Context: an optimization exercise on an open-source flow, tuned for small area, a short achievable clock period and few clock cycles. The choices shown serve that exercise and are no tape-out recipe.
Function was checked by simulation only, so behaviour that the tests miss may differ from the original.
Power and IR drop assume default switching activity.

### flow/config.mk
export PLATFORM = sky130hd
export DESIGN_NAME = oss_framer
export DESIGN_NICKNAME = oss_framer
export VERILOG_FILES = /design/flow/design.v
export SDC_FILE = /design/flow/constraint.sdc
export NUM_CORES = 4
export LEC_CHECK = 0
export CAP_MARGIN = 20
export CORE_MARGIN = 2
export CORE_UTILIZATION = 40
export SLEW_MARGIN = 20
### flow/constraint.sdc
create_clock -name core_clock -period 16.0 [get_ports {clk}]
set_input_delay 3.2000 -clock core_clock [delete_from_list [all_inputs] [get_ports {clk}]]
set_output_delay 3.2000 -clock core_clock [all_outputs]
set_load 0.01 [all_outputs]
### flow/design.v
module oss_framer (
    input  wire        clk,
    input  wire        rst,
    input  wire        host_req,
    input  wire        host_we,
    input  wire [15:0] host_addr,
    input  wire [7:0]  host_wdata,
    output wire        host_ack,
    output reg  [7:0]  host_rdata,
    input  wire        rx_valid,
    input  wire [7:0]  rx_data,
    input  wire        rdy_in,
    output wire        tx_valid,
    output wire [7:0]  tx_data
);
    localparam [7:0] PREFIX0    = 8'hAA;
    localparam [7:0] PREFIX1    = 8'h55;
    localparam [7:0] FC_STANDBY = 8'h02;
    localparam [7:0] FC_UNKNOWN = 8'hFF;
    localparam [2:0] E_NONE     = 3'b000;
    localparam [2:0] E_CHECKSUM = 3'b001;
    localparam [2:0] E_HEADER   = 3'b010;
    localparam [2:0] E_TIMEOUT  = 3'b011;
    localparam [2:0] E_BADLEN   = 3'b100;
    localparam [2:0] E_ILLEGAL  = 3'b101;
    reg [7:0]  arg_fc, arg_uc, arg_l, arg_avg, arg_ae;
    reg [15:0] arg_r, arg_it;
    reg [1:0]  arg_flags;
    reg [2:0]  err;
    reg [3:0]  fcur;        
    reg [3:0]  fb_hw;       
    reg [7:0]  fsum;        
    reg        ffilled, rdy_flag, ok, fetch_due, drained;
    reg [7:0]  async_fc, last_fc, last_uc;
    reg [4:0]  last_l;      
    reg [6:0]  ret_size;    
    reg [6:0]  rx_cnt;      
    reg [6:0]  ret_hw;      
    reg [7:0]  cs_acc;
    reg [7:0]  rs;          
    reg        rs_ok;
    reg        rdy_q;
    reg        sending;
    reg [3:0]  tx_idx;
    reg        bak_eq;
    reg        scan;
    reg [5:0]  sidx;
    reg [7:0]  sacc;
    reg [127:0] cmd;
    reg [127:0] bak;
    reg [79:8]  fb;         
    reg [511:0] ret;
    wire [15:0] a = host_addr;
    wire [7:0]  wd = host_wdata;
    wire a_op   = (a == 16'h0000);
    wire busy   = sending | scan;
    wire wr     = host_req & host_we & ~busy;
    wire w_op   = wr & a_op;
    wire w_reg  = wr & (a[15:5] == 11'd0);
    wire w_cmd  = wr & (a[15:4] == 12'h010);
    wire op_init  = w_op & (wd == 8'h01);
    wire op_build = w_op & (wd == 8'h02);
    wire op_pay   = w_op & (wd == 8'h03);
    wire op_xmit  = w_op & (wd == 8'h04);
    wire op_val   = w_op & (wd == 8'h05);
    wire op_rest  = w_op & (wd == 8'h06);
    wire op_sb    = w_op & (wd == 8'h07);
    wire op_retc  = w_op & (wd == 8'h08);
    wire op_rdyc  = w_op & (wd == 8'h09);
    wire op_poll  = w_op & (wd == 8'h0A);
    wire op_drain = w_op & (wd == 8'h0B);
    wire op_csclr = w_op & (wd == 8'h0C);
    wire ll_nz    = (last_l != 5'd0);
    wire [6:0] r7     = arg_r[6:0];
    wire r_ok    = (arg_r[15:7] == 9'd0) && (r7 >= 7'd5) && (r7 <= 7'd64);
    wire rx_ge   = (rx_cnt >= r7);
    wire hdr_ok  = (ret[7:0] == PREFIX0) && (ret[15:8] == PREFIX1) &&
                   (ret[23:16] == last_fc) && (ret[31:24] == last_uc);
    wire fast_ok = rs_ok && (rx_cnt == r7);
    wire need_scan = r_ok && rx_ge && hdr_ok && !fast_ok;
    wire req_op    = host_req & host_we & a_op;
    wire xmit_go   = req_op & (wd == 8'h04) & ll_nz;
    wire scan_go   = req_op & (wd == 8'h05) & need_scan;
    wire [3:0] ll_m1 = last_l[3:0] - 4'd1;
    wire [5:0] r_m1  = r7[5:0] - 6'd1;
    wire tx_last   = (tx_idx == ll_m1);
    wire scan_last = (sidx == r_m1);
    assign host_ack = host_req & (sending ? tx_last :
                                  scan    ? scan_last :
                                            ~(xmit_go | scan_go));
    assign tx_valid = sending | xmit_go;
    assign tx_data  = cmd[tx_idx*8 +: 8];
    wire [5:0] ridx   = a[5:0] | sidx;
    wire [7:0] ret_rd = ret[ridx*8 +: 8];
    reg [7:0] bsum;
    integer bi;
    always @(*) begin
        bsum = PREFIX0 + PREFIX1 + arg_fc + arg_uc;
        for (bi = 4; bi < 15; bi = bi + 1)
            bsum = bsum + ((bi < arg_l - 1) ? cmd[bi*8 +: 8] : 8'd0);
    end
    wire [7:0] build_chk = 8'd0 - bsum;
    wire       l_ok = (arg_l >= 8'd5) && (arg_l <= 8'd16);
    wire [3:0] l_m1 = arg_l[3:0] - 4'd1;
    wire [7:0] status = { (async_fc != FC_UNKNOWN),
                          (ret_size != 7'd0),
                          (cs_acc == 8'd0),
                          drained, fetch_due, ok, rdy_flag, ffilled };
    wire [7:0] fb_rd = (a[3:0] == 4'd0) ? PREFIX0 :
                       (a[3:0] == 4'd1) ? fb[15:8]  :
                       (a[3:0] == 4'd2) ? fb[23:16] :
                       (a[3:0] == 4'd3) ? fb[31:24] :
                       (a[3:0] == 4'd4) ? fb[39:32] :
                       (a[3:0] == 4'd5) ? fb[47:40] :
                       (a[3:0] == 4'd6) ? fb[55:48] :
                       (a[3:0] == 4'd7) ? fb[63:56] :
                       (a[3:0] == 4'd8) ? fb[71:64] :
                                          fb[79:72];
    reg [7:0] reg_rd;
    always @(*) begin
        case (a[4:0])
            5'h01: reg_rd = status;
            5'h02: reg_rd = {3'd0, err[2], 2'd0, err[1:0]};
            5'h03: reg_rd = arg_fc;
            5'h04: reg_rd = arg_uc;
            5'h05: reg_rd = arg_l;
            5'h06: reg_rd = arg_r[7:0];
            5'h07: reg_rd = arg_r[15:8];
            5'h08: reg_rd = {6'd0, arg_flags};
            5'h09: reg_rd = arg_it[7:0];
            5'h0A: reg_rd = arg_it[15:8];
            5'h0B: reg_rd = arg_avg;
            5'h0C: reg_rd = arg_ae;
            5'h0E: reg_rd = {4'd0, fcur};
            5'h0F: reg_rd = async_fc;
            5'h10: reg_rd = last_fc;
            5'h11: reg_rd = last_uc;
            5'h12: reg_rd = {3'd0, last_l};
            5'h13: reg_rd = {1'b0, ret_size};
            5'h15: reg_rd = {1'b0, rx_cnt};
            5'h18: reg_rd = cs_acc;
            5'h19: reg_rd = 8'd0 - cs_acc;
            default: reg_rd = 8'h00;
        endcase
    end
    always @(*) begin
        if (a[15:5] == 11'd0)
            host_rdata = reg_rd;
        else if (a[15:4] == 12'h010)
            host_rdata = cmd[a[3:0]*8 +: 8];
        else if (a[15:4] == 12'h020 && {3'd0, a[3:0]} < fb_hw)
            host_rdata = fb_rd;
        else if (a[15:6] == 10'h010 && {1'b0, a[5:0]} < ret_hw)
            host_rdata = ret_rd;
        else
            host_rdata = 8'h00;
    end
    wire w_fwd   = wr & (a == 16'h000D);
    wire f_take  = w_fwd & ~ffilled & ~(fcur == 4'd0 && wd != PREFIX0);
    wire fb2_lng = (fb[23:16] == 8'h05) || (fb[23:16] == 8'h07);
    wire wd_len5 = (wd >= 8'h01) && (wd <= 8'h04);
    wire wd_lng  = (wd == 8'h05) || (wd == 8'h07);
    wire [7:0] fsum_n = fsum + wd;
    wire f_restart = ((fcur == 4'd1) && (wd != PREFIX1)) ||
                     ((fcur == 4'd2) && !(wd_len5 || wd_lng));
    wire f_done    = ((fcur == 4'd4) && !fb2_lng) ||
                     ((fcur == 4'd9) &&  fb2_lng);
    wire rx_take  = rx_valid & ~rx_cnt[6];
    wire drain_go = op_drain & ffilled;
    wire cmd_mod  = w_cmd | op_pay | drain_go;
    wire [7:0] scan_sum = sacc + ret_rd;
    integer k;
    genvar gi;
    generate
        for (gi = 0; gi < 64; gi = gi + 1) begin : g_ret
            wire we = rx_take & (rx_cnt[5:0] == gi);
            if (gi < 5) begin : g_sb
                reg [7:0] sbv;
                always @(*) begin
                    case (gi)
                        0: sbv = PREFIX0;
                        1: sbv = PREFIX1;
                        2: sbv = FC_STANDBY;
                        3: sbv = arg_uc;
                        default: sbv = ~arg_uc;    
                    endcase
                end
                always @(posedge clk)
                    if (we | op_sb)
                        ret[gi*8 +: 8] <= op_sb ? sbv : rx_data;
            end else begin : g_rx
                always @(posedge clk)
                    if (we)
                        ret[gi*8 +: 8] <= rx_data;
            end
        end
        for (gi = 1; gi < 10; gi = gi + 1) begin : g_fb
            always @(posedge clk)
                if (f_take && fcur == gi)
                    fb[gi*8 +: 8] <= wd;
        end
    endgenerate
    wire bak_en = bak_eq & cmd_mod;
    always @(posedge clk)
        if (bak_en)
            bak <= cmd;
    always @(posedge clk) begin
        if (rst) begin
            arg_fc    <= 8'd0;
            arg_uc    <= 8'd0;
            arg_l     <= 8'd0;
            arg_r     <= 16'd0;
            arg_flags <= 2'd0;
            arg_it    <= 16'd0;
            arg_avg   <= 8'd0;
            arg_ae    <= 8'd0;
            err       <= E_NONE;
            fcur      <= 4'd0;
            fb_hw     <= 4'd0;
            fsum      <= 8'd0;
            ffilled   <= 1'b0;
            rdy_flag  <= 1'b0;
            ok        <= 1'b0;
            fetch_due <= 1'b0;
            drained   <= 1'b0;
            async_fc  <= FC_UNKNOWN;
            last_fc   <= FC_UNKNOWN;
            last_uc   <= 8'd0;
            last_l    <= 5'd0;
            ret_size  <= 7'd0;
            rx_cnt    <= 7'd0;
            ret_hw    <= 7'd0;
            cs_acc    <= 8'd0;
            rs        <= 8'd0;
            rs_ok     <= 1'b1;
            rdy_q     <= 1'b0;
            sending   <= 1'b0;
            tx_idx    <= 4'd0;
            bak_eq    <= 1'b1;
            scan      <= 1'b0;
            sidx      <= 6'd0;
            sacc      <= 8'd0;
            cmd       <= 128'd0;
        end else begin
            rdy_q <= rdy_in;
            if (rx_take) begin
                rx_cnt <= rx_cnt + 7'd1;
                rs     <= rs + rx_data;
                if (rx_cnt == ret_hw)
                    ret_hw <= ret_hw + 7'd1;
            end
            if (rdy_in && !rdy_q)
                rdy_flag <= 1'b1;
            if (sending) begin
                if (tx_last) begin
                    sending <= 1'b0;
                    tx_idx  <= 4'd0;
                end else begin
                    tx_idx  <= tx_idx + 4'd1;
                end
            end
            if (scan) begin
                sacc <= scan_sum;
                if (scan_last) begin
                    scan <= 1'b0;
                    sidx <= 6'd0;
                    if (scan_sum == 8'd0) begin
                        err <= E_NONE; ok <= 1'b1;
                        ret_size <= arg_flags[1] ? 7'd0 : r7;
                    end else begin
                        err <= E_CHECKSUM; ok <= 1'b0; ret_size <= 7'd0;
                    end
                end else begin
                    sidx <= sidx + 6'd1;
                end
            end
            if (bak_eq && cmd_mod)
                bak_eq <= 1'b0;
            if (w_cmd)
                cmd[a[3:0]*8 +: 8] <= wd;
            if (w_reg) begin
                case (a[4:0])
                    5'h03: arg_fc        <= wd;
                    5'h04: arg_uc        <= wd;
                    5'h05: arg_l         <= wd;
                    5'h06: arg_r[7:0]    <= wd;
                    5'h07: arg_r[15:8]   <= wd;
                    5'h08: arg_flags     <= wd[1:0];
                    5'h09: arg_it[7:0]   <= wd;
                    5'h0A: arg_it[15:8]  <= wd;
                    5'h0B: arg_avg       <= wd;
                    5'h0C: arg_ae        <= wd;
                    5'h17: cs_acc        <= cs_acc + wd;
                    default: ;
                endcase
            end
            if (f_take) begin
                if (fcur == fb_hw)
                    fb_hw <= fb_hw + 4'd1;
                if (f_restart) begin
                    fcur <= 4'd0;
                    fsum <= 8'd0;
                end else if (f_done) begin
                    fcur <= 4'd0;
                    fsum <= 8'd0;
                    if (fsum_n == 8'd0)
                        ffilled <= 1'b1;
                end else begin
                    fcur <= fcur + 4'd1;
                    fsum <= fsum_n;
                end
            end
            if (w_op) begin
                err <= E_NONE;
                if (wd >= 8'h0D)
                    err <= E_ILLEGAL;
            end
            if (op_init) begin
                arg_fc    <= 8'd0;
                arg_uc    <= 8'd0;
                arg_l     <= 8'd0;
                arg_r     <= 16'd0;
                arg_flags <= 2'd0;
                arg_it    <= 16'd0;
                arg_avg   <= 8'd0;
                arg_ae    <= 8'd0;
                fcur      <= 4'd0;
                fsum      <= 8'd0;
                ffilled   <= 1'b0;
                rdy_flag  <= 1'b0;
                ok        <= 1'b0;
                fetch_due <= 1'b0;
                drained   <= 1'b0;
                async_fc  <= FC_UNKNOWN;
                last_fc   <= FC_UNKNOWN;
                last_uc   <= 8'd0;
                last_l    <= 5'd0;
                ret_size  <= 7'd0;
                rx_cnt    <= 7'd0;
                rs        <= 8'd0;
                rs_ok     <= 1'b1;
                cs_acc    <= 8'd0;
            end
            if (op_build) begin
                if (!l_ok) begin
                    err <= E_BADLEN;
                end else begin
                    cmd[7:0]   <= PREFIX0;
                    cmd[15:8]  <= PREFIX1;
                    cmd[23:16] <= arg_fc;
                    cmd[31:24] <= arg_uc;
                    cmd[l_m1*8 +: 8] <= build_chk;
                    async_fc <= arg_flags[0] ? arg_fc : FC_UNKNOWN;
                    rdy_flag <= 1'b0;
                    last_fc  <= arg_fc;
                    last_uc  <= arg_uc;
                    last_l   <= arg_l[4:0];
                    bak_eq   <= 1'b1;
                end
            end
            if (op_pay) begin
                cmd[39:32] <= arg_it[7:0];
                cmd[47:40] <= arg_it[15:8];
                cmd[55:48] <= arg_avg;
                cmd[63:56] <= arg_ae;
                cmd[71:64] <= 8'h00;
            end
            if (op_xmit) begin
                if (!ll_nz) begin
                    err <= E_BADLEN;
                end else begin
                    rx_cnt   <= 7'd0;
                    rs       <= 8'd0;
                    rs_ok    <= 1'b1;
                    ret_size <= 7'd0;
                    ok       <= 1'b0;
                    sending  <= 1'b1;
                    tx_idx   <= 4'd1;
                end
            end
            if (op_val) begin
                if (!r_ok) begin
                    err <= E_BADLEN;  ok <= 1'b0; ret_size <= 7'd0;
                end else if (!rx_ge) begin
                    err <= E_TIMEOUT; ok <= 1'b0; ret_size <= 7'd0;
                end else if (!hdr_ok) begin
                    err <= E_HEADER;  ok <= 1'b0; ret_size <= 7'd0;
                end else if (!fast_ok) begin
                    scan <= 1'b1;
                    sidx <= 6'd1;
                    sacc <= ret_rd;
                end else if (rs != 8'd0) begin
                    err <= E_CHECKSUM; ok <= 1'b0; ret_size <= 7'd0;
                end else begin
                    ok <= 1'b1;
                    ret_size <= arg_flags[1] ? 7'd0 : r7;
                end
            end
            if (op_rest && !bak_eq) begin
                cmd    <= bak;
                bak_eq <= 1'b1;
            end
            if (op_sb) begin
                if (ret_hw < 7'd5)
                    ret_hw <= 7'd5;
                if (rx_cnt != 7'd0)
                    rs_ok <= 1'b0;
                ret_size <= 7'd5;
                ok       <= 1'b1;
            end
            if (op_retc)
                ret_size <= 7'd0;
            if (op_rdyc)
                rdy_flag <= 1'b0;
            if (op_poll) begin
                if (rdy_flag && (async_fc == 8'h05 || async_fc == 8'h07)) begin
                    arg_fc    <= (async_fc == 8'h05) ? 8'h06 : 8'h08;
                    arg_uc    <= last_uc;
                    arg_flags <= 2'd0;
                    fetch_due <= 1'b1;
                end else begin
                    fetch_due <= 1'b0;
                end
            end
            if (op_drain) begin
                if (ffilled) begin
                    cmd[7:0] <= PREFIX0;
                    for (k = 1; k < 10; k = k + 1)
                        if (k < 5 || fb2_lng)
                            cmd[k*8 +: 8] <= fb[k*8 +: 8];
                    ffilled <= 1'b0;
                    arg_fc  <= fb[23:16];
                    arg_uc  <= fb[31:24];
                    arg_l   <= fb2_lng ? 8'd10 : 8'd5;
                    drained <= 1'b1;
                end else begin
                    drained <= 1'b0;
                end
            end
            if (op_csclr)
                cs_acc <= 8'd0;
        end
    end
endmodule
### flow/run.sh
#!/bin/bash
# synth_recipe.tcl (not shown) runs the flow's synth.tcl, then flattens the netlist and writes it again
# the make line also repeats each setting of config.mk as NAME=value (left out here)
make -C /OpenROAD-flow-scripts/flow DESIGN_CONFIG=/design/flow/config.mk WORK_HOME=/design/flow/orfs CLKGATE_MAP_FILE= SYNTH_SCRIPT=/design/flow/synth_recipe.tcl finish
==> results of run 1 <==
state kept, by name, summed over array words and instances (netlist names), 8 cells and up:
name      count
last_uc       8
arg_fc        8
arg_l         8
arg_uc        8
arg_it       16
bak         128
async_fc      8
cs_acc        8
rs            8
arg_avg       8
arg_ae        8
fsum          8
ret         512
cmd         128
last_fc       8
arg_r        16
sacc          8
fb           72
final cells by class:
| cell class | instances | area [um2] | area share |
|---|---|---|---|
| flip-flops and latches | 1027 | 27700 | 0.474 |
| multi-input cells | 3142 | 22900 | 0.392 |
| clock buffers | 139 | 3000 | 0.0513 |
| well taps | 1742 | 2180 | 0.0373 |
| repair buffers | 169 | 1340 | 0.0229 |
| clock inverters | 70 | 619 | 0.0106 |
| inverters | 160 | 601 | 0.0103 |
| diodes | 14 | 35.0 | 0.000600 |
through the flow:
stage               total power [uW]  area [um2]  utilization  hold WS [ns]  std cells
floorplan                       3080       52200            -         0.441       4627
global placement                3210       54700        0.422         0.458       6238
detailed placement              3220       54700        0.422         0.457       6238
CTS                             5740       58300        0.450         0.443       6447
global route                    5870       58300        0.450         0.456       6449
finish                          5720       58400        0.451         0.467       6463
cells in the mapped netlist (116+ instances only):
cell type,n
nand2_1,546
dfxtp_1,315
a211oi_1,116
nand3_1,140
clkbuf_1,216
a21oi_1,308
nor2_1,459
o21ai_0,202
nor3_1,129
mux4_2,208
inv_1,158
edfxtp_1,712
worst max-delay path by stage:
stage                 startpoint       endpoint  slack, ns  cells after the start
finish              host_addr[0]  host_rdata[1]       4.53                     14
global route        host_addr[0]  host_rdata[1]       4.21                     14
CTS                 host_addr[0]  host_rdata[1]       4.48                     14
detailed placement  host_addr[0]  host_rdata[1]       4.48                     14
global placement    host_addr[0]  host_rdata[1]       4.49                     14
floorplan           host_addr[0]  host_rdata[3]       7.12                     11
worst max-delay path, stage by stage:
cell	delay [ns]
buf_2	0.10
buf_4	0.32
nor2_4	0.24
buf_12	0.55
buf_4	0.70
mux4_2	0.57
nor2b_1	0.14
a211oi_1	0.36
a211oi_1	0.09
a21oi_1	0.28
a21oi_1	0.34
a221oi_1	0.43
o22ai_1	0.19
clkdlybuf4s50_1	0.56
routing by layer:
metal / up-vias / global-route usage / part of all wire
li1: 17200 / - / -
met1: 20700 / 0.413 / 0.40
met2: 2886 / 0.428 / 0.42
met3: 634 / 0.111 / 0.14
met4: 14 / 0.141 / 0.052
met5: - / 0 / 0.00050
logic make-up after synthesis:
kind of cell | synth area share
adder cells (fa/ha/maj) | 0.0489
multiplexers | 0.105
buffers and inverters | 0.0344
flip-flops | 0.530
AO/OA/AOI/OAI | 0.123
AND/OR/NAND/NOR | 0.137
XOR/XNOR | 0.0214
power groups by stage:
stage                     combinational (uW)  clock [uW]  sequential (uW)
after global placement                   307           0             2910
after CTS                                311        2580             2850
after global routing                     335        2690             2850
after detailed placement                 310           0             2910
after floorplan                          178           0             2900
final                                    320        2550             2850
==> results.sh, run 1 <==
export IMPL_status="finished clean"
export IMPL_final_common_cell="edfxtp_1"
export IMPL_coreArea_um2=129000
export IMPL_clk_pin_slew_ns=0.07
export IMPL_synth_top_cell_area_share=0.410
export IMPL_ant_nets=0
export IMPL_syn_cell_area_um2=52200
export IMPL_die_area_um2=133000
export IMPL_drv_cap=0
export IMPL_antenna_found_initial=12
export IMPL_worstSetupEndpointType="output port"
export IMPL_drc=0
export IMPL_ctsResizeCount=0
export IMPL_synth_top_cell_by_area="edfxtp_1"
export IMPL_grt_pass1_wl_um=289000
export IMPL_holdPathEnd="bak[29]"
export IMPL_crit_path_start_kind="input pin"
export IMPL_cts_sinks=1027
export IMPL_fmax_ghz=0.0872
export IMPL_ys_types=99
export IMPL_die_h_um=365
export IMPL_tns_ns=0
export IMPL_port_buffer_count=55
export IMPL_drt_total_wl_um=205000
export IMPL_slew_viol_final=0
export IMPL_numCtsBuffers=110
export IMPL_wl_per_cell_um=31.7
export IMPL_synth_warnings=1
export IMPL_holdBufCountCts=0
export IMPL_arrival_ns=8.27
export IMPL_crit_fanout=94
export IMPL_hpwl_um=143000
export IMPL_start_util=0.403
export IMPL_root_buffer="clkbuf_16"
export IMPL_grt_max_degree=95
export IMPL_num_fill_cells=12100
export IMPL_ys_flop_type="edfxtp_1"
export IMPL_synth_area_leaders="edfxtp_1 41%, dfxtp_1 12%, mux4_2 9.0%"
export IMPL_reg2reg_slack_ns=5.88
export IMPL_peakVddDrop_mv=0.108
export IMPL_power_density_nw_per_um2=98.1
export IMPL_vias_per_cell=6.42
export IMPL_hp_class="reg -> reg"
export IMPL_synth_edff_count=712
export IMPL_switching_share=0.239
export IMPL_p_seq_frac=0.498
export IMPL_ff2ff_path_depth=27
export IMPL_first_iter_violations=6761
export IMPL_cts_setup_buffers=0
export IMPL_pre_cts_ws_ns=4.48
export IMPL_via_count=41500
export IMPL_mostFrequentLayoutCells="712 x edfxtp_1, 542 x nand2_1, 452 x nor2_1, 313 x dfxtp_1, 308 x a21oi_1"
export IMPL_worstMarginPinSlew_ns=1.35
export IMPL_grt_pass1_vias=39000
export IMPL_internal_power_uw=4350
export IMPL_first_pass_iters=8
export IMPL_grt_usage=0.303
export IMPL_min_period_over_period=0.717
export IMPL_cts_buffer_depth=3
export IMPL_syn_inst=4627
export IMPL_htreeDepth=3
export IMPL_row_count=132
export IMPL_cts_tree="yes"
export IMPL_worstHoldStart="cmd[29]"
export IMPL_place_gp_congestion=1.05
export IMPL_area_delta_synth_final_pct=11.8
export IMPL_async_flop_share=0
export IMPL_finalHoldViolCount=0
export IMPL_power_share_clock=0.446
export IMPL_yosysSeqAreaShare=0.530
export IMPL_crit_type="in -> out"
export IMPL_worstReg2RegStart="arg_l[0]"
export IMPL_synth_nets=4826
export IMPL_power_combinational_fraction=0.056
export IMPL_overflow=0
export IMPL_drive_gt1_frac=0.126
export IMPL_ys_ff_latch=1027
export IMPL_worstReg2RegEnd="cmd[95]"
export IMPL_finalWorstSetupSlack_ns=4.53
export IMPL_p_sw_uw=1370
export IMPL_fin_crit_ns=11.47
export IMPL_max_slew_margin=0.0928
export IMPL_rsz0062_at_grt="no"
export IMPL_required_ns=12.80
export IMPL_ios=56
export IMPL_clk_latency_ns=0.79
export IMPL_finalClockSkew_ns=0.0758
export IMPL_p_leak_uw=0.0191
export IMPL_report_final_setup_viol=0
export IMPL_avgSynthCellArea_um2=11.3
export IMPL_hold_depth=0
export IMPL_nets=4809
export IMPL_die_w_um=365
Testbench counts, summed over its fixed seeds: cycles 375,187.
==> run 2, diff against run 1 <==
--- a/flow/design.v
+++ b/flow/design.v
@@ -43,7 +43,5 @@
     reg        sending;
-    reg [3:0]  tx_idx;
     reg        bak_eq;
     reg        scan;
-    reg [5:0]  sidx;
-    reg [7:0]  sacc;
+    reg [5:0]  cnt;         
     reg [127:0] cmd;
@@ -85,4 +83,4 @@
     wire [5:0] r_m1  = r7[5:0] - 6'd1;
-    wire tx_last   = (tx_idx == ll_m1);
-    wire scan_last = (sidx == r_m1);
+    wire tx_last   = (cnt[3:0] == ll_m1);
+    wire scan_last = (cnt == r_m1);
     assign host_ack = host_req & (sending ? tx_last :
@@ -91,13 +89,25 @@
     assign tx_valid = sending | xmit_go;
-    assign tx_data  = cmd[tx_idx*8 +: 8];
-    wire [5:0] ridx   = a[5:0] | sidx;
+    wire [5:0] ridx   = a[5:0] | cnt;      
     wire [7:0] ret_rd = ret[ridx*8 +: 8];
-    reg [7:0] bsum;
-    integer bi;
-    always @(*) begin
-        bsum = PREFIX0 + PREFIX1 + arg_fc + arg_uc;
-        for (bi = 4; bi < 15; bi = bi + 1)
-            bsum = bsum + ((bi < arg_l - 1) ? cmd[bi*8 +: 8] : 8'd0);
-    end
-    wire [7:0] build_chk = 8'd0 - bsum;
+    wire [14:4] bmask;
+    genvar bi;
+    generate
+        for (bi = 4; bi < 15; bi = bi + 1) begin : g_bm
+            assign bmask[bi] = (arg_l[7:4] != 4'd0) || (arg_l[3:0] > bi + 1);
+        end
+    endgenerate
+    wire [7:0] m4  = cmd[39:32]   & {8{bmask[4]}};
+    wire [7:0] m5  = cmd[47:40]   & {8{bmask[5]}};
+    wire [7:0] m6  = cmd[55:48]   & {8{bmask[6]}};
+    wire [7:0] m7  = cmd[63:56]   & {8{bmask[7]}};
+    wire [7:0] m8  = cmd[71:64]   & {8{bmask[8]}};
+    wire [7:0] m9  = cmd[79:72]   & {8{bmask[9]}};
+    wire [7:0] m10 = cmd[87:80]   & {8{bmask[10]}};
+    wire [7:0] m11 = cmd[95:88]   & {8{bmask[11]}};
+    wire [7:0] m12 = cmd[103:96]  & {8{bmask[12]}};
+    wire [7:0] m13 = cmd[111:104] & {8{bmask[13]}};
+    wire [7:0] m14 = cmd[119:112] & {8{bmask[14]}};
+    wire [7:0] bsum = 8'hFE + arg_fc + arg_uc + m4 + m5 + m6 + m7 + m8 + m9 +
+                      m10 + m11 + m12 + m13 + m14;
+    wire [7:0] build_chk = ~bsum;
     wire       l_ok = (arg_l >= 8'd5) && (arg_l <= 8'd16);
@@ -145,13 +155,12 @@
     end
+    wire in_reg = (a[15:5] == 11'd0);
+    wire in_cmd = (a[15:4] == 12'h010);
+    wire in_fb  = (a[15:4] == 12'h020) && ({3'd0, a[3:0]} < fb_hw);
+    wire in_ret = (a[15:6] == 10'h010) && ({1'b0, a[5:0]} < ret_hw);
+    wire [3:0]  cidx = a[3:0] | cnt[3:0];
+    wire [7:0] cmd_rd = cmd[cidx*8 +: 8];
+    assign tx_data = cmd_rd;
     always @(*) begin
-        if (a[15:5] == 11'd0)
-            host_rdata = reg_rd;
-        else if (a[15:4] == 12'h010)
-            host_rdata = cmd[a[3:0]*8 +: 8];
-        else if (a[15:4] == 12'h020 && {3'd0, a[3:0]} < fb_hw)
-            host_rdata = fb_rd;
-        else if (a[15:6] == 10'h010 && {1'b0, a[5:0]} < ret_hw)
-            host_rdata = ret_rd;
-        else
-            host_rdata = 8'h00;
+        host_rdata = ({8{in_reg}} & reg_rd) | ({8{in_cmd}} & cmd_rd) |
+                     ({8{in_fb}}  & fb_rd)  | ({8{in_ret}} & ret_rd);
     end
@@ -170,3 +179,3 @@
     wire cmd_mod  = w_cmd | op_pay | drain_go;
-    wire [7:0] scan_sum = sacc + ret_rd;
+    wire [7:0] rs_sum = rs + (scan ? ret_rd : rx_data);
     integer k;
@@ -202,2 +211,26 @@
     endgenerate
+    wire build_go = op_build & l_ok;
+    wire rest_go  = op_rest & ~bak_eq;
+    wire [127:0] fbx = {48'd0, fb[79:8], PREFIX0};
+    wire [127:0] pay_x = {56'd0, arg_ae, arg_avg, arg_it[15:8], arg_it[7:0], 32'd0};
+    generate
+        for (gi = 0; gi < 16; gi = gi + 1) begin : g_cmd
+            wire s_w = w_cmd & (a[3:0] == gi);
+            wire s_h = build_go & (gi < 4);
+            wire s_c = build_go & (gi >= 4) & (l_m1 == gi);
+            wire s_p = op_pay & (gi >= 4) & (gi <= 8);
+            wire s_d = drain_go & ((gi < 5) | ((gi < 10) & fb2_lng));
+            wire en  = rst | s_w | s_h | s_c | s_p | rest_go | s_d;
+            wire [7:0] hv = (gi == 0) ? PREFIX0 : (gi == 1) ? PREFIX1 :
+                            (gi == 2) ? arg_fc  : arg_uc;
+            wire [7:0] pv = pay_x[gi*8 +: 8];
+            wire [7:0] dv = fbx[gi*8 +: 8];
+            wire [7:0] nv = ({8{s_w}} & wd) | ({8{s_h}} & hv) | ({8{s_c}} & build_chk) |
+                            ({8{s_p}} & pv) | ({8{rest_go}} & bak[gi*8 +: 8]) |
+                            ({8{s_d}} & dv);
+            always @(posedge clk)
+                if (en)
+                    cmd[gi*8 +: 8] <= rst ? 8'h00 : nv;
+        end
+    endgenerate
     wire bak_en = bak_eq & cmd_mod;
@@ -237,8 +270,5 @@
             sending   <= 1'b0;
-            tx_idx    <= 4'd0;
+            cnt       <= 6'd0;
             bak_eq    <= 1'b1;
             scan      <= 1'b0;
-            sidx      <= 6'd0;
-            sacc      <= 8'd0;
-            cmd       <= 128'd0;
         end else begin
@@ -247,3 +277,3 @@
                 rx_cnt <= rx_cnt + 7'd1;
-                rs     <= rs + rx_data;
+                rs     <= rs_sum;
                 if (rx_cnt == ret_hw)
@@ -256,5 +286,5 @@
                     sending <= 1'b0;
-                    tx_idx  <= 4'd0;
+                    cnt     <= 6'd0;
                 end else begin
-                    tx_idx  <= tx_idx + 4'd1;
+                    cnt     <= cnt + 6'd1;
                 end
@@ -262,7 +292,7 @@
             if (scan) begin
-                sacc <= scan_sum;
+                rs <= rs_sum;
                 if (scan_last) begin
                     scan <= 1'b0;
-                    sidx <= 6'd0;
-                    if (scan_sum == 8'd0) begin
+                    cnt  <= 6'd0;
+                    if (rs_sum == 8'd0) begin
                         err <= E_NONE; ok <= 1'b1;
@@ -273,3 +303,3 @@
                 end else begin
-                    sidx <= sidx + 6'd1;
+                    cnt  <= cnt + 6'd1;
                 end
@@ -278,4 +308,2 @@
                 bak_eq <= 1'b0;
-            if (w_cmd)
-                cmd[a[3:0]*8 +: 8] <= wd;
             if (w_reg) begin
@@ -347,7 +375,2 @@
                 end else begin
-                    cmd[7:0]   <= PREFIX0;
-                    cmd[15:8]  <= PREFIX1;
-                    cmd[23:16] <= arg_fc;
-                    cmd[31:24] <= arg_uc;
-                    cmd[l_m1*8 +: 8] <= build_chk;
                     async_fc <= arg_flags[0] ? arg_fc : FC_UNKNOWN;
@@ -360,9 +383,2 @@
             end
-            if (op_pay) begin
-                cmd[39:32] <= arg_it[7:0];
-                cmd[47:40] <= arg_it[15:8];
-                cmd[55:48] <= arg_avg;
-                cmd[63:56] <= arg_ae;
-                cmd[71:64] <= 8'h00;
-            end
             if (op_xmit) begin
@@ -377,3 +393,3 @@
                     sending  <= 1'b1;
-                    tx_idx   <= 4'd1;
+                    cnt      <= 6'd1;
                 end
@@ -388,5 +404,6 @@
                 end else if (!fast_ok) begin
-                    scan <= 1'b1;
-                    sidx <= 6'd1;
-                    sacc <= ret_rd;
+                    scan  <= 1'b1;
+                    cnt   <= 6'd0;
+                    rs    <= 8'd0;
+                    rs_ok <= 1'b0;
                 end else if (rs != 8'd0) begin
@@ -399,3 +416,2 @@
             if (op_rest && !bak_eq) begin
-                cmd    <= bak;
                 bak_eq <= 1'b1;
@@ -426,6 +442,2 @@
                 if (ffilled) begin
-                    cmd[7:0] <= PREFIX0;
-                    for (k = 1; k < 10; k = k + 1)
-                        if (k < 5 || fb2_lng)
-                            cmd[k*8 +: 8] <= fb[k*8 +: 8];
                     ffilled <= 1'b0;
==> flow/flow/run.sh (new file) <==
#!/bin/bash
set -euo pipefail
export SETUP_SLACK_MARGIN=7.6
export CTS_ARGS="-sink_clustering_enable -repair_clock_nets -dont_use_dummy_load -buf_list sky130_fd_sc_hd__clkbuf_16 -sink_clustering_size 24 -sink_clustering_max_diameter 80"
bash standard.sh > standard_flow.log 2>&1
==> flow/standard.sh (new file) <==
#!/bin/bash
# synth_recipe.tcl (not shown) runs the flow's synth.tcl, then flattens the netlist and writes it again
# the make line also repeats each setting of config.mk as NAME=value (left out here)
make -C /OpenROAD-flow-scripts/flow DESIGN_CONFIG=/design/flow/config.mk WORK_HOME=/design/flow/orfs CLKGATE_MAP_FILE= SYNTH_SCRIPT=/design/flow/synth_recipe.tcl "${@:-finish}"
--- a/flow/config.mk
+++ b/flow/config.mk
@@ -7,5 +7,8 @@
 export LEC_CHECK = 0
+export ABC_AREA = 1
 export CAP_MARGIN = 20
 export CORE_MARGIN = 2
-export CORE_UTILIZATION = 40
+export CORE_UTILIZATION = 55
+export PLACE_DENSITY = 0.65
 export SLEW_MARGIN = 20
+export TNS_END_PERCENT = 5
removed: flow/run.sh
==> run 2 against run 1 <==
Against the previous run:
- synthesized cell count increased by 9.1%
- still clean
- combinational power increased by 45%
- fmax increased by 28%
- register-to-register slack improved by 2.2 ns
- non-clock buffer count increased by 59
- flip-flop and latch count decreased by 12
- final cell count decreased by 3.0%
- first-iteration DRC count decreased by 0.99%
- hold slack got worse by 0.034 ns
- power decreased by 16%
==> results.sh, run 2 <==
export IMPL_status="finished clean"
export IMPL_clk_latency_ns=0.67
export IMPL_synth_top_cell_by_area="edfxtp_1"
export IMPL_holdBufCountCts=0
export IMPL_port_buffer_count=55
export IMPL_crit_type="in -> out"
export IMPL_drc=0
export IMPL_worstReg2RegStart="arg_l[2]"
export IMPL_first_pass_iters=7
export IMPL_root_buffer="clkbuf_16"
export IMPL_grt_pass1_vias=38900
export IMPL_cts_tree="yes"
export IMPL_clk_pin_slew_ns=0.09
export IMPL_slew_viol_final=0
export IMPL_avgSynthCellArea_um2=9.90
export IMPL_yosysSeqAreaShare=0.575
export IMPL_crit_path_start_kind="input pin"
export IMPL_report_final_setup_viol=0
export IMPL_grt_max_degree=105
export IMPL_async_flop_share=0
export IMPL_synth_area_leaders="edfxtp_1 50%, nand2_1 8.2%, dfxtp_1 7.0%"
export IMPL_synth_adder_area_share=0.0457
export IMPL_worstHoldStart="cmd[1]"
export IMPL_synthMuxAreaShare=0.000400
export IMPL_arrival_ns=5.73
export IMPL_place_gp_congestion=1.04
export IMPL_synth_warnings=1
export IMPL_worstSetupEndpointType="output port"
export IMPL_ant_nets=0
export IMPL_row_count=110
export IMPL_finalHoldViolCount=0
export IMPL_largest_register="ret"
export IMPL_via_count=42100
export IMPL_numCtsBuffers=53
export IMPL_cts_buffer_depth=3
export IMPL_yosysMostFrequentCell="nand2_1"
export IMPL_hp_class="reg -> reg"
export IMPL_mostFrequentLayoutCells="1073 x nand2_1, 840 x edfxtp_1, 421 x inv_1, 417 x nor2_1, 366 x a21oi_1"
export IMPL_largest_reg_flops=512
export IMPL_peakVddDrop_mv=0.0794
export IMPL_final_common_cell="nand2_1"
export IMPL_overflow=0
export IMPL_synth_edff_count=840
export IMPL_required_ns=12.80
export IMPL_die_area_um2=93300
export IMPL_die_h_um=305
export IMPL_ys_types=71
export IMPL_ios=56
export IMPL_vias_per_cell=6.72
export IMPL_start_util=0.555
export IMPL_finalClockSkew_ns=0.0728
export IMPL_reg2reg_slack_ns=8.12
export IMPL_rsz0062_at_grt="yes"
export IMPL_fmax_ghz=0.112
export IMPL_critPathLaunch="host_addr[1]"
export IMPL_die_w_um=305
export IMPL_crit_fanout=8
export IMPL_grt_pass1_wl_um=273000
export IMPL_max_slew_margin=0.220
export IMPL_synth_compound_gate_area_share=0.142
export IMPL_grt_usage=0.404
export IMPL_synth_xor_area_share=0.0136
export IMPL_power_density_nw_per_um2=86.1
export IMPL_drv_cap=0
export IMPL_stdcell_count=6266
export IMPL_syn_cell_area_um2=50000
export IMPL_antenna_found_initial=3
export IMPL_cts_sinks=1015
export IMPL_fin_crit_ns=8.93
export IMPL_nets=5263
export IMPL_synth_top_family_by_area="simple AND/OR/NAND/NOR gates"
export IMPL_worstMarginPinSlew_ns=1.17
export IMPL_synth_nets=5227
export IMPL_wl_per_cell_um=30.8
export IMPL_ys_flop_type="edfxtp_1"
export IMPL_coreArea_um2=90000
export IMPL_drive_gt1_frac=0.101
export IMPL_synth_top_cell_area_share=0.505
export IMPL_syn_inst=5049
export IMPL_tns_ns=0
export IMPL_ys_ff_latch=1015
export IMPL_synth_common_cells="1090 x nand2_1, 840 x edfxtp_1, 448 x nor2_1"
export IMPL_largestRegisters="ret (512), bak (128), cmd (128)"
export IMPL_drt_total_wl_um=193000
export IMPL_hpwl_um=122000
export IMPL_area_delta_synth_final_pct=11.1
export IMPL_p_leak_uw=0.0196
export IMPL_num_fill_cells=7536
export IMPL_dp_cells=6096
export IMPL_yosys_area_share_simple=0.166
export IMPL_min_period_over_period=0.558
export IMPL_htreeDepth=2
export IMPL_first_iter_violations=6694
==> run 2: timing repair <==
item / CTS / global route
gates cloned: 28 / 4
pin swaps: 56 / 12
setup endpoints to repair: 27 / 18
endpoints found under the hold margin: 0 / 0
gates resized for setup: 328 / 29
setup buffers: 72 / 6
==> run 2: area by class of cell <==
class / instances / area, um2 / share of cell area
well taps: 1176 / 1470 / 0.0265
flip-flops and latches: 1015 / 28700 / 0.517
inverters: 479 / 1920 / 0.0346
repair buffers: 228 / 2720 / 0.0489
multi-input cells: 3306 / 19300 / 0.348
diodes: 7 / 17.5 / 0.000315
repair inverters: 2 / 17.5 / 0.000315
clock buffers: 53 / 1330 / 0.0239
==> run 2: cells by family after synthesis <==
family          count (synthesis)
buf+inv                       733
xor+xnor                       77
simple gates                 1966
flops                        1015
fa+ha+maj                     140
compound gates               1116
mux                             2
==> run 2: report_power, final <==
group	total (uW)	internal (uW)	switching (uW)	leakage, uW
clock network	1430	589	839	0.000653
registers	2890	2870	20.3	0.00915
logic	463	135	328	0.00979
total	4780	3590	1190	0.0196
==> run 2: path summary, 6_finish.rpt <==
| path | endpoint | cells after the start |
|---|---|---|
| worst min register to register | bak[1] | 0 |
| worst max register to register | cmd[124] | 20 |
| worst min-delay path | bak[1] | 0 |
| worst max-delay path | host_rdata[3] | 14 |
==> run 2: metal layers <==
| layer | track usage | wire length (um) | up-vias |
|---|---|---|---|
| met5 | 0 | 13 | - |
| li1 | - | - | 17800 |
| met2 | 0.568 | 79900 | 3277 |
| met4 | 0.180 | 10100 | 2 |
| met1 | 0.566 | 73400 | 20500 |
| met3 | 0.137 | 29300 | 559 |
==> run 2: per-stage QoR <==
stage / utilization / setup slack, ns / instance area, um2 / hold WS (ns) / total power, uW
floorplan: - / 7.86 / 50000 / 0.421 / 3140
global placement: 0.572 / 4.77 / 51500 / 0.424 / 3300
detailed placement: 0.572 / 4.77 / 51500 / 0.426 / 3300
CTS: 0.614 / 7.22 / 55300 / 0.420 / 4750
global route: 0.617 / 7.09 / 55500 / 0.435 / 4880
finish: 0.617 / 7.07 / 55500 / 0.433 / 4780
==> run 2: worst max-delay path: stages <==
cell      delay (ns)
buf_12          0.12
nor2_4          0.11
buf_12          0.17
inv_16          0.08
buf_16          0.15
buf_12          0.15
a21oi_4         0.11
a221oi_2        0.08
a311o_1         0.37
o211ai_1        0.23
nand3_2         0.21
nand3_4         0.13
nand4_1         0.31
buf_2           0.26
Testbench counts of run 2, summed over its fixed seeds: cycles 375,187.
==> run 3, diff against run 2 <==
--- a/flow/design.v
+++ b/flow/design.v
@@ -33,3 +33,6 @@
     reg        ffilled, rdy_flag, ok, fetch_due, drained;
-    reg [7:0]  async_fc, last_fc, last_uc;
+    reg [7:0]  hfc, huc;
+    reg        built;       
+    reg        lvalid;      
+    reg        aw;          
     reg [4:0]  last_l;      
@@ -47,3 +50,3 @@
     reg [127:0] cmd;
-    reg [127:0] bak;
+    reg [127:32] bak;       
     reg [79:8]  fb;         
@@ -72,2 +75,7 @@
     wire [6:0] r7     = arg_r[6:0];
+    wire [7:0] last_fc  = lvalid ? hfc : FC_UNKNOWN;
+    wire [7:0] last_uc  = lvalid ? huc : 8'h00;
+    wire [7:0] async_fc = aw ? hfc : FC_UNKNOWN;
+    wire [31:0] bak_hdr = built ? {huc, hfc, PREFIX1, PREFIX0} : 32'd0;
+    wire [127:0] bak_x  = {bak, bak_hdr};
     wire r_ok    = (arg_r[15:7] == 9'd0) && (r7 >= 7'd5) && (r7 <= 7'd64);
@@ -228,3 +236,3 @@
             wire [7:0] nv = ({8{s_w}} & wd) | ({8{s_h}} & hv) | ({8{s_c}} & build_chk) |
-                            ({8{s_p}} & pv) | ({8{rest_go}} & bak[gi*8 +: 8]) |
+                            ({8{s_p}} & pv) | ({8{rest_go}} & bak_x[gi*8 +: 8]) |
                             ({8{s_d}} & dv);
@@ -237,4 +245,9 @@
     always @(posedge clk)
+        if (build_go) begin
+            hfc <= arg_fc;
+            huc <= arg_uc;
+        end
+    always @(posedge clk)
         if (bak_en)
-            bak <= cmd;
+            bak <= cmd[127:32];
     always @(posedge clk) begin
@@ -258,5 +271,5 @@
             drained   <= 1'b0;
-            async_fc  <= FC_UNKNOWN;
-            last_fc   <= FC_UNKNOWN;
-            last_uc   <= 8'd0;
+            built     <= 1'b0;
+            lvalid    <= 1'b0;
+            aw        <= 1'b0;
             last_l    <= 5'd0;
@@ -361,5 +374,4 @@
                 drained   <= 1'b0;
-                async_fc  <= FC_UNKNOWN;
-                last_fc   <= FC_UNKNOWN;
-                last_uc   <= 8'd0;
+                lvalid    <= 1'b0;
+                aw        <= 1'b0;
                 last_l    <= 5'd0;
@@ -375,6 +387,6 @@
                 end else begin
-                    async_fc <= arg_flags[0] ? arg_fc : FC_UNKNOWN;
+                    aw       <= arg_flags[0];
+                    built    <= 1'b1;
+                    lvalid   <= 1'b1;
                     rdy_flag <= 1'b0;
-                    last_fc  <= arg_fc;
-                    last_uc  <= arg_uc;
                     last_l   <= arg_l[4:0];
==> run 3 against run 2 <==
Against the previous run:
- still clean
- non-clock buffer count rose by 43
- final area down 0.24%
- first-iteration DRC count increased by 4.7%
- final cell count hardly changed
- clock skew shrank 0.019 ns
- register-to-register slack better by 0.42 ns
- critical path depth increased by 1
- area after synthesis down 1.9%
- count of clock-buffer cells in the layout shrank 2
- critical path type unchanged
==> results.sh, run 3 <==
export IMPL_status="finished clean"
export IMPL_port_buffer_count=55
export IMPL_hpwl_um=129000
export IMPL_finalHoldViolCount=0
export IMPL_synth_xor_area_share=0.0141
export IMPL_worstSetupEndpointType="output port"
export IMPL_seq_area_um2=27800
export IMPL_avgSynthCellArea_um2=9.77
export IMPL_clk_pin_slew_ns=0.10
export IMPL_cts_buffer_depth=3
export IMPL_die_w_um=303
export IMPL_synth_top_cell_by_area="edfxtp_1"
export IMPL_hp_class="reg -> reg"
export IMPL_ys_ff_latch=978
export IMPL_yosysMostFrequentCell="nand2_1"
export IMPL_nets=5282
export IMPL_vias_per_cell=6.76
export IMPL_synth_adder_area_share=0.0466
export IMPL_largest_reg_flops=512
export IMPL_arrival_ns=5.70
export IMPL_syn_inst=5016
export IMPL_drive_gt1_frac=0.112
export IMPL_crit_path_start_kind="input pin"
export IMPL_fin_crit_ns=8.90
export IMPL_antenna_found_initial=11
export IMPL_finalClockSkew_ns=0.0536
export IMPL_finalPower_uw=4670
export IMPL_async_flop_share=0
export IMPL_multi_input_area_um2=19400
export IMPL_drc=0
export IMPL_wl_per_cell_um=31.7
export IMPL_coreArea_um2=88400
export IMPL_dp_cells=6070
export IMPL_cts_sinks=978
export IMPL_mostFrequentLayoutCells="1067 x nand2_1, 824 x edfxtp_1, 470 x inv_1, 396 x a21oi_1, 356 x nor2_1"
export IMPL_ant_nets=0
export IMPL_report_final_setup_viol=0
export IMPL_synth_common_cells="1091 x nand2_1, 824 x edfxtp_1, 486 x inv_1"
export IMPL_row_count=109
export IMPL_synth_nets=5194
export IMPL_yosysSeqAreaShare=0.568
export IMPL_holdBufCountCts=0
export IMPL_first_pass_iters=9
export IMPL_drv_cap=0
export IMPL_ys_types=69
export IMPL_htreeDepth=2
export IMPL_stdcell_count=6270
export IMPL_slew_viol_final=0
export IMPL_num_fill_cells=7354
export IMPL_drt_total_wl_um=199000
export IMPL_via_count=42400
export IMPL_tns_ns=0
export IMPL_overflow=0
export IMPL_cts_tree="yes"
export IMPL_synth_top_family_by_area="simple AND/OR/NAND/NOR gates"
export IMPL_hold_slack_ns=0.427
export IMPL_die_area_um2=91600
export IMPL_first_iter_violations=7009
export IMPL_numCtsBuffers=51
export IMPL_grt_pass1_wl_um=276000
export IMPL_rsz0062_at_grt="yes"
export IMPL_die_h_um=303
export IMPL_ys_flop_type="edfxtp_1"
export IMPL_clk_latency_ns=0.67
export IMPL_synthMuxAreaShare=0.000408
export IMPL_required_ns=12.80
export IMPL_synth_edff_count=824
export IMPL_final_common_cell="nand2_1"
export IMPL_min_period_over_period=0.556
export IMPL_grt_usage=0.423
export IMPL_peakVddDrop_mv=0.0970
export IMPL_power_density_nw_per_um2=84.2
export IMPL_synth_compound_gate_area_share=0.147
export IMPL_start_util=0.555
export IMPL_reg2reg_slack_ns=8.54
export IMPL_worstMarginPinSlew_ns=1.28
export IMPL_synth_top_cell_area_share=0.505
export IMPL_root_buffer="clkbuf_16"
export IMPL_largest_register="ret"
export IMPL_largestRegisters="ret (512), cmd (128), bak (96)"
export IMPL_yosys_area_share_simple=0.162
export IMPL_fmax_ghz=0.112
export IMPL_p_leak_uw=0.0200
export IMPL_max_slew_margin=0.143
export IMPL_grt_pass1_vias=38500
export IMPL_syn_cell_area_um2=49000
export IMPL_place_gp_congestion=1.12
export IMPL_area_delta_synth_final_pct=13.0
export IMPL_crit_type="in -> out"
export IMPL_grt_max_degree=95
export IMPL_synth_warnings=1
export IMPL_synth_area_leaders="edfxtp_1 50%, nand2_1 8.4%, dfxtp_1 6.3%"
export IMPL_crit_fanout=7
export IMPL_ios=56
==> run 3: cell types whose count changed in the layout (fill, tap and decap cells not counted), moves of 21 or more <==
cell and change:
buf_4 +21, a21oi_1 +30, a31oi_1 -33, dfxtp_1 -21, nor2_1 -61, nand3_1 -33
inv_1 +49, o21ai_0 +67
==> run 3: area by class of cell <==
| type | instances | share of cell area |
|---|---|---|
| inverter | 526 | 0.0372 |
| sequential | 978 | 0.502 |
| tap | 1165 | 0.0263 |
| timing repair buffer | 271 | 0.0608 |
| timing repair inverter | 2 | 0.000723 |
| antenna | 3 | 0.000136 |
| clock buffer | 51 | 0.0230 |
| multi-input combinational | 3274 | 0.350 |
==> run 3: worst paths after layout <==
kind	from	endpoint	cells past startpoint
setup / recovery	host_addr[0]	host_rdata[1]	15
hold / removal	cmd[112]	bak[112]	0
setup reg to reg	arg_l[3]	cmd[127]	30
hold reg to reg	cmd[112]	bak[112]	0
==> run 3: worst max-delay path: stages <==
cell and delay, ns:
buf_16 0.13, clkinvlp_4 0.12, nand2_8 0.13, buf_12 0.22, buf_16 0.15, buf_12 0.14, nand2_4 0.05, a32o_1 0.12
o21ai_1 0.08, o211ai_1 0.40, o211ai_1 0.18, buf_4 0.19, nand3_4 0.12, nand4_1 0.21, buf_2 0.21
==> run 3: repair_timing <==
item,CTS,global route
buffers inserted,94,13
gates cloned,30,9
resized for setup,362,61
pin swaps,70,46
endpoints found under the hold margin,0,0
endpoints found under the setup margin,30,18
==> run 3: cell families after synthesis <==
group / after synthesis
mux: 2
flops: 978
compound gates: 1157
fa+ha+maj: 140
simple gates: 1894
buf+inv: 767
xor+xnor: 78
==> run 3: per-layer routing <==
| metal | vias to the layer above | GRT usage | wire (um) |
|---|---|---|---|
| met1 | 20400 | 0.598 | 74100 |
| met3 | 608 | 0.148 | 32500 |
| met4 | 10 | 0.172 | 10900 |
| li1 | 17800 | - | - |
| met2 | 3556 | 0.594 | 81400 |
| met5 | - | 0 | 74 |
==> run 3: stage by stage <==
step | instance area, um2 | worst slack [ns] | utilization
after floorplan | 49000 | 7.72 | -
after global placement | 50600 | 4.52 | 0.572
after detailed placement | 50600 | 4.56 | 0.572
after CTS | 54800 | 7.23 | 0.621
after global routing | 55400 | 7.17 | 0.627
final | 55400 | 7.10 | 0.627
==> run 3: power breakdown <==
part | internal, uW | switching (uW)
clock network | 567 | 816
logic | 154 | 339
registers | 2770 | 18.2
total | 3490 | 1170
Testbench counts of run 3, summed over its fixed seeds: cycles 375,187.
==> run 4, diff against run 3 <==
--- a/flow/design.v
+++ b/flow/design.v
@@ -223,2 +223,3 @@
     wire [127:0] pay_x = {56'd0, arg_ae, arg_avg, arg_it[15:8], arg_it[7:0], 32'd0};
+    wire [7:0] wbus = build_go ? build_chk : wd;
     generate
@@ -235,3 +236,3 @@
             wire [7:0] dv = fbx[gi*8 +: 8];
-            wire [7:0] nv = ({8{s_w}} & wd) | ({8{s_h}} & hv) | ({8{s_c}} & build_chk) |
+            wire [7:0] nv = ({8{s_w | s_c}} & wbus) | ({8{s_h}} & hv) |
                             ({8{s_p}} & pv) | ({8{rest_go}} & bak_x[gi*8 +: 8]) |
==> run 4 against run 3 <==
Against the previous run:
- area after synthesis is 1.7% lower
- first-iteration DRC count is 0.53% lower
- clock power hardly changed
- critical endpoint is now host_rdata[4]
- setup slack worse by 0.059 ns
- sequential share of layout area is 0.87 points higher
- hold slack better by 0.035 ns
- count of clock-buffer cells in the layout stayed put
- global-route usage is 2.0 points lower
- power is 0.26% lower
- still clean on timing, DRC and antenna
- clock skew is 0.00080 ns higher
- register-to-register slack better by 0.12 ns
==> results.sh, run 4 <==
export IMPL_synth_common_cells="1019 x nand2_1, 824 x edfxtp_1, 494 x inv_1"
export IMPL_ys_ff_latch=978
export IMPL_syn_cell_area_um2=48200
export IMPL_cts_buffer_depth=3
export IMPL_yosysSeqAreaShare=0.578
export IMPL_die_area_um2=90000
export IMPL_worstReg2RegStart="arg_l[6]"
export IMPL_ff2ff_path_depth=27
export IMPL_seq_area_um2=27800
export IMPL_synth_warnings=1
export IMPL_worstSetupEndpointType="output port"
export IMPL_cpMaxStageDelayCell="o211ai_1"
export IMPL_numCtsBuffers=51
export IMPL_synth_compound_gate_area_share=0.147
export IMPL_stdcell_count=6098
export IMPL_ant_nets=0
export IMPL_status="finished clean"
export IMPL_arrival_ns=5.75
export IMPL_placed_cell_area_um2=49800
export IMPL_port_buffer_count=55
export IMPL_crit_fanout=9
export IMPL_largestRegisters="ret (512), cmd (128), bak (96)"
export IMPL_largest_reg_flops=512
export IMPL_cp_endpoint="host_rdata[4]"
export IMPL_worst_path_stages=15
export IMPL_first_pass_iters=9
export IMPL_start_util=0.555
export IMPL_drv_cap=0
export IMPL_root_buffer="clkbuf_16"
export IMPL_htreeDepth=2
export IMPL_syn_inst=4858
export IMPL_clk_pin_slew_ns=0.11
export IMPL_finalHoldViolCount=0
export IMPL_avgSynthCellArea_um2=9.92
export IMPL_drc=0
export IMPL_slew_viol_final=0
export IMPL_cts_sinks=978
export IMPL_multi_input_area_um2=18700
export IMPL_peakVddDrop_mv=0.0897
export IMPL_max_slew_margin=0.186
export IMPL_yosys_area_share_simple=0.152
export IMPL_vias_per_cell=6.64
export IMPL_required_ns=12.80
export IMPL_row_count=108
export IMPL_synth_area_leaders="edfxtp_1 51%, nand2_1 7.9%, dfxtp_1 6.4%"
export IMPL_fin_crit_ns=8.95
export IMPL_worstPathCellList="buf_12 > clkinvlp_4 > buf_12 > buf_12 > buf_12 > nand2_8 > nand2_2 > a32o_1 > o21ai_0 > o211ai_1 > o211ai_1 > buf_4 > nand3_4 > nand4_1 > buf_2"
export IMPL_rsz0062_at_grt="yes"
export IMPL_largest_register="ret"
export IMPL_worstReg2RegEnd="cmd[47]"
export IMPL_yosysMostFrequentCell="nand2_1"
export IMPL_hpwl_um=116000
export IMPL_finalInstanceArea_um2=54500
export IMPL_async_flop_share=0
export IMPL_power_density_nw_per_um2=85.5
export IMPL_synth_xor_area_share=0.0155
export IMPL_ios=56
export IMPL_fmax_ghz=0.112
export IMPL_place_gp_congestion=1.07
export IMPL_crit_type="in -> out"
export IMPL_area_delta_synth_final_pct=13.0
export IMPL_overflow=0
export IMPL_hp_class="reg -> reg"
export IMPL_ys_flop_type="edfxtp_1"
export IMPL_cp_num_buf_inv=7
export IMPL_synth_edff_count=824
export IMPL_pre_cts_ws_ns=4.70
export IMPL_worstMarginPinSlew_ns=1.22
export IMPL_synth_adder_area_share=0.0474
export IMPL_critPathLaunch="host_addr[0]"
export IMPL_crit_path_start_kind="input pin"
export IMPL_synth_top_family_by_area="simple AND/OR/NAND/NOR gates"
export IMPL_finalClockSkew_ns=0.0544
export IMPL_drive_gt1_frac=0.110
export IMPL_grt_pass1_vias=37100
export IMPL_holdBufCountCts=0
export IMPL_first_iter_violations=6972
export IMPL_synth_nets=5036
export IMPL_grt_max_degree=66
export IMPL_dp_cells=5906
export IMPL_ys_types=70
export IMPL_mostFrequentLayoutCells="1002 x nand2_1, 824 x edfxtp_1, 463 x inv_1, 458 x a21oi_1, 349 x nor2_1"
export IMPL_via_count=40500
export IMPL_final_common_cell="nand2_1"
export IMPL_crit_top_cell="buf_12"
export IMPL_reg2reg_slack_ns=8.66
export IMPL_finalWorstSetupSlack_ns=7.05
export IMPL_nets=5122
export IMPL_clk_latency_ns=0.66
export IMPL_die_w_um=300
export IMPL_min_period_over_period=0.560
export IMPL_die_h_um=300
export IMPL_drt_total_wl_um=185000
export IMPL_report_final_setup_viol=0
export IMPL_grt_usage=0.403
export IMPL_wl_per_cell_um=30.3
export IMPL_tns_ns=0
export IMPL_grt_pass1_wl_um=262000
export IMPL_coreArea_um2=86800
export IMPL_cpLargestDelayFamily="buffers and inverters"
export IMPL_num_fill_cells=7218
export IMPL_cts_tree="yes"
export IMPL_slowest_delay_ns=0.51
export IMPL_synthMuxAreaShare=0.000208
export IMPL_synth_top_cell_by_area="edfxtp_1"
export IMPL_p_leak_uw=0.0192
export IMPL_finalPower_uw=4650
export IMPL_antenna_found_initial=4
export IMPL_synth_top_cell_area_share=0.514
-- run 4: worst min-delay path by stage --
| stage | slack, ns | to | start | cells past startpoint |
|---|---|---|---|---|
| after CTS | 0.46 | hfc[3] | arg_fc[3] | 0 |
| after detailed placement | 0.43 | hfc[3] | arg_fc[3] | 0 |
| after global placement | 0.43 | bak[72] | cmd[72] | 0 |
| final | 0.46 | hfc[3] | arg_fc[3] | 0 |
| after floorplan | 0.41 | hfc[3] | arg_fc[3] | 0 |
| after global routing | 0.47 | hfc[3] | arg_fc[3] | 0 |
-- run 4: logic make-up after synthesis --
kind of cell    after synthesis
flops                       978
buf+inv                     748
fa+ha+maj                   140
xor+xnor                     85
compound gates             1153
mux                           1
simple gates               1753
-- run 4: layer usage --
metal,part of all wire,wire length [um],global-route usage,vias up
met5,0.00044,81,0,-
met4,0.043,7850,0.138,12
met3,0.16,29600,0.123,450
met2,0.41,75600,0.563,3212
met1,0.39,71400,0.595,19600
li1,-,-,-,17200
-- run 4: per-stage QoR --
| stage | hold WS [ns] | utilization |
|---|---|---|
| 2_1_floorplan | 0.408 | - |
| 3_3_place_gp | 0.430 | 0.574 |
| 3_5_place_dp | 0.434 | 0.574 |
| 4_1_cts | 0.457 | 0.623 |
| 5_1_grt | 0.467 | 0.628 |
| 6_report | 0.462 | 0.628 |
-- run 4: area by class of cell --
cell class,count,area share
repair inverters,3,0.000758
diodes,1,0.0000460
flip-flops and latches,978,0.511
repair buffers,256,0.0580
clock buffers,51,0.0234
well taps,1155,0.0265
inverters,515,0.0375
multi-input cells,3139,0.343
-- run 4: timing repair --
action                     4_1_cts  5_1_grt
hold endpoints to repair         0        0
gates resized for setup        376       54
pin swaps                       74       46
setup buffers                   83       16
setup endpoints to repair       27       18
gates cloned                    37        4
-- run 4: power by group --
part           leakage (uW)  switching [uW]  total, uW  internal, uW
clock              0.000628             817       1380           567
combinational       0.00974             330        480           149
sequential          0.00886            18.7       2790          2770
Testbench counts of run 4, summed over its fixed seeds: cycles 375,187.
==> run 5, diff against run 4 <==
--- a/flow/design.v
+++ b/flow/design.v
@@ -98,3 +98,4 @@
     wire [5:0] ridx   = a[5:0] | cnt;      
-    wire [7:0] ret_rd = ret[ridx*8 +: 8];
+    wire [7:0] ret_rd;
+    oss_framer_mux64 u_ret_rd (.d(ret), .sel(ridx), .q(ret_rd));
     wire [14:4] bmask;
@@ -469 +470,8 @@
 endmodule
+module oss_framer_mux64 (
+    input  wire [511:0] d,
+    input  wire [5:0]   sel,
+    output wire [7:0]   q
+);
+    assign q = d[sel*8 +: 8];
+endmodule
--- a/flow/config.mk
+++ b/flow/config.mk
@@ -13,2 +13,3 @@
 export SLEW_MARGIN = 20
+export SYNTH_HIERARCHICAL = 1
 export TNS_END_PERCENT = 5
==> run 5 against run 4 <==
Against the previous run:
- setup slack gained 0.18 ns
- highest routed layer is now met4
- clock skew increased by 0.022 ns
- hold slack gained 0.0040 ns
- critical path depth is 1 lower
- combinational power about the same
==> results.sh, run 5 <==
export IMPL_status="finished clean"
export IMPL_synth_compound_gate_area_share=0.0896
export IMPL_min_period_over_period=0.549
export IMPL_mostFrequentLayoutCells="1493 x nand2_1, 824 x edfxtp_1, 581 x nand3_1, 435 x inv_1, 338 x nor2_1"
export IMPL_coreArea_um2=89600
export IMPL_clk_latency_ns=0.71
export IMPL_report_final_setup_viol=0
export IMPL_synth_nets=5503
export IMPL_worstMarginPinSlew_ns=1.11
export IMPL_drv_cap=0
export IMPL_overflow=0
export IMPL_synth_top_family_by_area="simple AND/OR/NAND/NOR gates"
export IMPL_finalHoldViolCount=0
export IMPL_largest_register="ret"
export IMPL_start_util=0.552
export IMPL_slew_viol_final=0
export IMPL_synth_edff_count=824
export IMPL_ys_types=65
export IMPL_antenna_found_initial=3
export IMPL_largest_reg_flops=512
export IMPL_cts_sinks=978
export IMPL_die_h_um=304
export IMPL_syn_inst=5325
export IMPL_worstPathCellList="buf_6 > inv_4 > nor2_4 > inv_1 > nor2_2 > nand2_1 > o21ai_0 > nor4_4 > nand4_1 > o21ai_1 > nand2_1 > a21oi_2 > nand2_2 > clkdlybuf4s15_2"
export IMPL_yosysMostFrequentCell="nand2_1"
export IMPL_ys_ff_latch=978
export IMPL_finalInstanceArea_um2=54700
export IMPL_worstSetupEndpointType="output port"
export IMPL_drive_gt1_frac=0.0908
export IMPL_peakVddDrop_mv=0.0895
export IMPL_first_iter_violations=6352
export IMPL_crit_type="in -> out"
export IMPL_yosys_area_share_simple=0.230
export IMPL_final_common_cell="nand2_1"
export IMPL_synth_top_cell_area_share=0.500
export IMPL_cpMaxStageDelayCell="o21ai_0"
export IMPL_rsz0062_at_grt="yes"
export IMPL_htreeDepth=2
export IMPL_drt_total_wl_um=189000
export IMPL_synthMuxAreaShare=0
export IMPL_p_leak_uw=0.0205
export IMPL_crit_fanout=7
export IMPL_max_slew_margin=0.259
export IMPL_arrival_ns=5.58
export IMPL_cts_buffer_depth=3
export IMPL_via_count=41500
export IMPL_place_gp_congestion=1.05
export IMPL_die_w_um=304
export IMPL_nets=5544
export IMPL_grt_usage=0.397
export IMPL_synth_warnings=7
export IMPL_cp_num_buf_inv=4
export IMPL_synth_area_leaders="edfxtp_1 50%, nand2_1 12%, dfxtp_1 6.2%"
export IMPL_root_buffer="clkbuf_16"
export IMPL_avgSynthCellArea_um2=9.30
export IMPL_async_flop_share=0
export IMPL_reg2reg_slack_ns=8.63
export IMPL_grt_max_degree=81
export IMPL_row_count=110
export IMPL_pre_cts_ws_ns=4.29
export IMPL_yosysSeqAreaShare=0.562
export IMPL_drc=0
export IMPL_required_ns=12.80
export IMPL_synth_adder_area_share=0.0462
export IMPL_synth_xor_area_share=0.00973
export IMPL_grt_pass1_vias=38800
export IMPL_synth_top_cell_by_area="edfxtp_1"
export IMPL_clk_pin_slew_ns=0.09
export IMPL_cts_tree="yes"
export IMPL_power_density_nw_per_um2=85.1
export IMPL_numCtsBuffers=51
export IMPL_grt_pass1_wl_um=267000
export IMPL_ant_nets=0
export IMPL_crit_top_cell="nand2_1"
export IMPL_finalWorstSetupSlack_ns=7.22
export IMPL_num_fill_cells=7645
export IMPL_wl_per_cell_um=28.8
export IMPL_synth_common_cells="1532 x nand2_1, 824 x edfxtp_1, 608 x nand3_1"
export IMPL_syn_cell_area_um2=49500
export IMPL_slowest_delay_ns=0.43
export IMPL_largestRegisters="ret (512), cmd (128), bak (96)"
export IMPL_first_pass_iters=14
export IMPL_ys_flop_type="edfxtp_1"
export IMPL_die_area_um2=92400
export IMPL_cpLargestDelayFamily="simple AND/OR/NAND/NOR gates"
export IMPL_crit_path_start_kind="input pin"
export IMPL_vias_per_cell=6.35
export IMPL_port_buffer_count=55
export IMPL_tns_ns=0
export IMPL_finalClockSkew_ns=0.0766
export IMPL_hpwl_um=122000
export IMPL_placed_cell_area_um2=50800
export IMPL_ios=56
export IMPL_hp_class="reg -> reg"
export IMPL_area_delta_synth_final_pct=10.5
export IMPL_fin_crit_ns=8.78
export IMPL_fmax_ghz=0.114
==> run 5: cell count changes in the layout (fill, tap and decap cells not counted), sizes merged, moves of 42 or more <==
cell / change
a221oi: -86
o21ai: -48
nand3: +422
a21oi: -198
nand2: +506
buf: -42
==> run 5: cells by family after synthesis <==
| logic type | Yosys count |
|---|---|
| xor+xnor | 55 |
| simple gates | 2686 |
| fa+ha+maj | 140 |
| flops | 978 |
| compound gates | 744 |
| buf+inv | 722 |
==> run 5: cell type report <==
class / instances / area (um2) / area share
antenna: 2 / 5.00 / 0.0000915
tap: 1176 / 1470 / 0.0269
timing repair inverter: 17 / 254 / 0.00464
multi-input combinational: 3625 / 19300 / 0.353
inverter: 485 / 1990 / 0.0364
timing repair buffer: 208 / 2560 / 0.0469
sequential: 978 / 27800 / 0.509
clock buffer: 51 / 1280 / 0.0233
==> run 5: modules after synthesis, one instance, submodules excluded <==
module | area (um2) | times used | cells inside
oss_framer_mux64 | 5330 | 1 | 1195
oss_framer | 44200 | 1 | 4130
==> run 5: per-layer routing <==
layer	GRT usage	wire (um)	up-vias
met2	0.611	84800	2831
met1	0.528	69900	19900
met3	0.0643	20100	589
met5	0	0	-
met4	0.252	13900	0
li1	-	-	18300
==> run 5: worst reg2reg max path: cells and delay by family (launching register included) <==
family                     cells  cell delay [ns]
AOI/OAI and AO/OA              2             0.68
buffers and inverters          8             0.82
and+or+nand+nor               10             1.43
DFF                            1             0.75
xor gates and xnor gates       1             0.21
adders and majority gates      7             3.30
==> run 5: what timing repair did <==
item / in CTS / in global routing
gates cloned: 33 / 10
endpoints found under the setup margin: 31 / 18
pin swaps: 43 / 35
gates resized for setup: 333 / 90
hold buffers: 0 / 0
endpoints found under the hold margin: 0 / 0
buffers inserted: 39 / 24
==> run 5: metrics by stage <==
step,std cells,power [uW],utilization,hold slack (ns)
floorplan,5325,3050,-,0.421
global placement,6381,3210,0.566,0.433
detailed placement,6382,3220,0.567,0.438
CTS,6505,4620,0.602,0.465
global route,6540,4760,0.611,0.484
finish,6542,4650,0.611,0.466
==> run 5: power by group <==
group	switching (uW)	internal, uW	total (uW)
clock	818	567	1390
combinational	342	137	479
sequential	19.1	2770	2790
total	1180	3470	4650
==> run 5: final timing paths <==
| check | startpoint | to | depth (start not counted) |
|---|---|---|---|
| setup reg to reg | arg_l[1] | cmd[31] | 28 |
| setup / recovery | host_addr[1] | host_rdata[1] | 14 |
| hold / removal | arg_avg[1] | arg_avg[1] | 2 |
| hold reg to reg | arg_avg[1] | arg_avg[1] | 2 |
Testbench counts of run 5, summed over its fixed seeds: cycles 375,187.

afterwards: timing with drivers on the ports:
Ports are ideal in the flow. The routed layouts listed here were re-timed in OpenROAD. Step 1 sets driving cells, clkbuf_16 on the clock port and buf_2 on the other inputs (assumed; they add their load-dependent delay and slew). Step 2 also shifts input and output timing later by t, the mid clock arrival at the registers, as if the neighbouring blocks saw the same clock. Slacks: ideal / step 1 / step 2; pairs: ideal / step 1.
| run | shift t [ns] | setup slack, ns |
|---|---|---|
| run 1 | 0.825 | 4.532 / 4.513 / 4.513 |
| run 2 | 0.711 | 7.073 / 7.025 / 7.025 |
| run 3 | 0.718 | 7.105 / 7.045 / 7.045 |
| run 4 | 0.709 | 7.046 / 6.997 / 6.997 |
| run 5 | 0.746 | 7.223 / 7.186 / 7.186 |
After both steps every run listed still meets setup and hold.
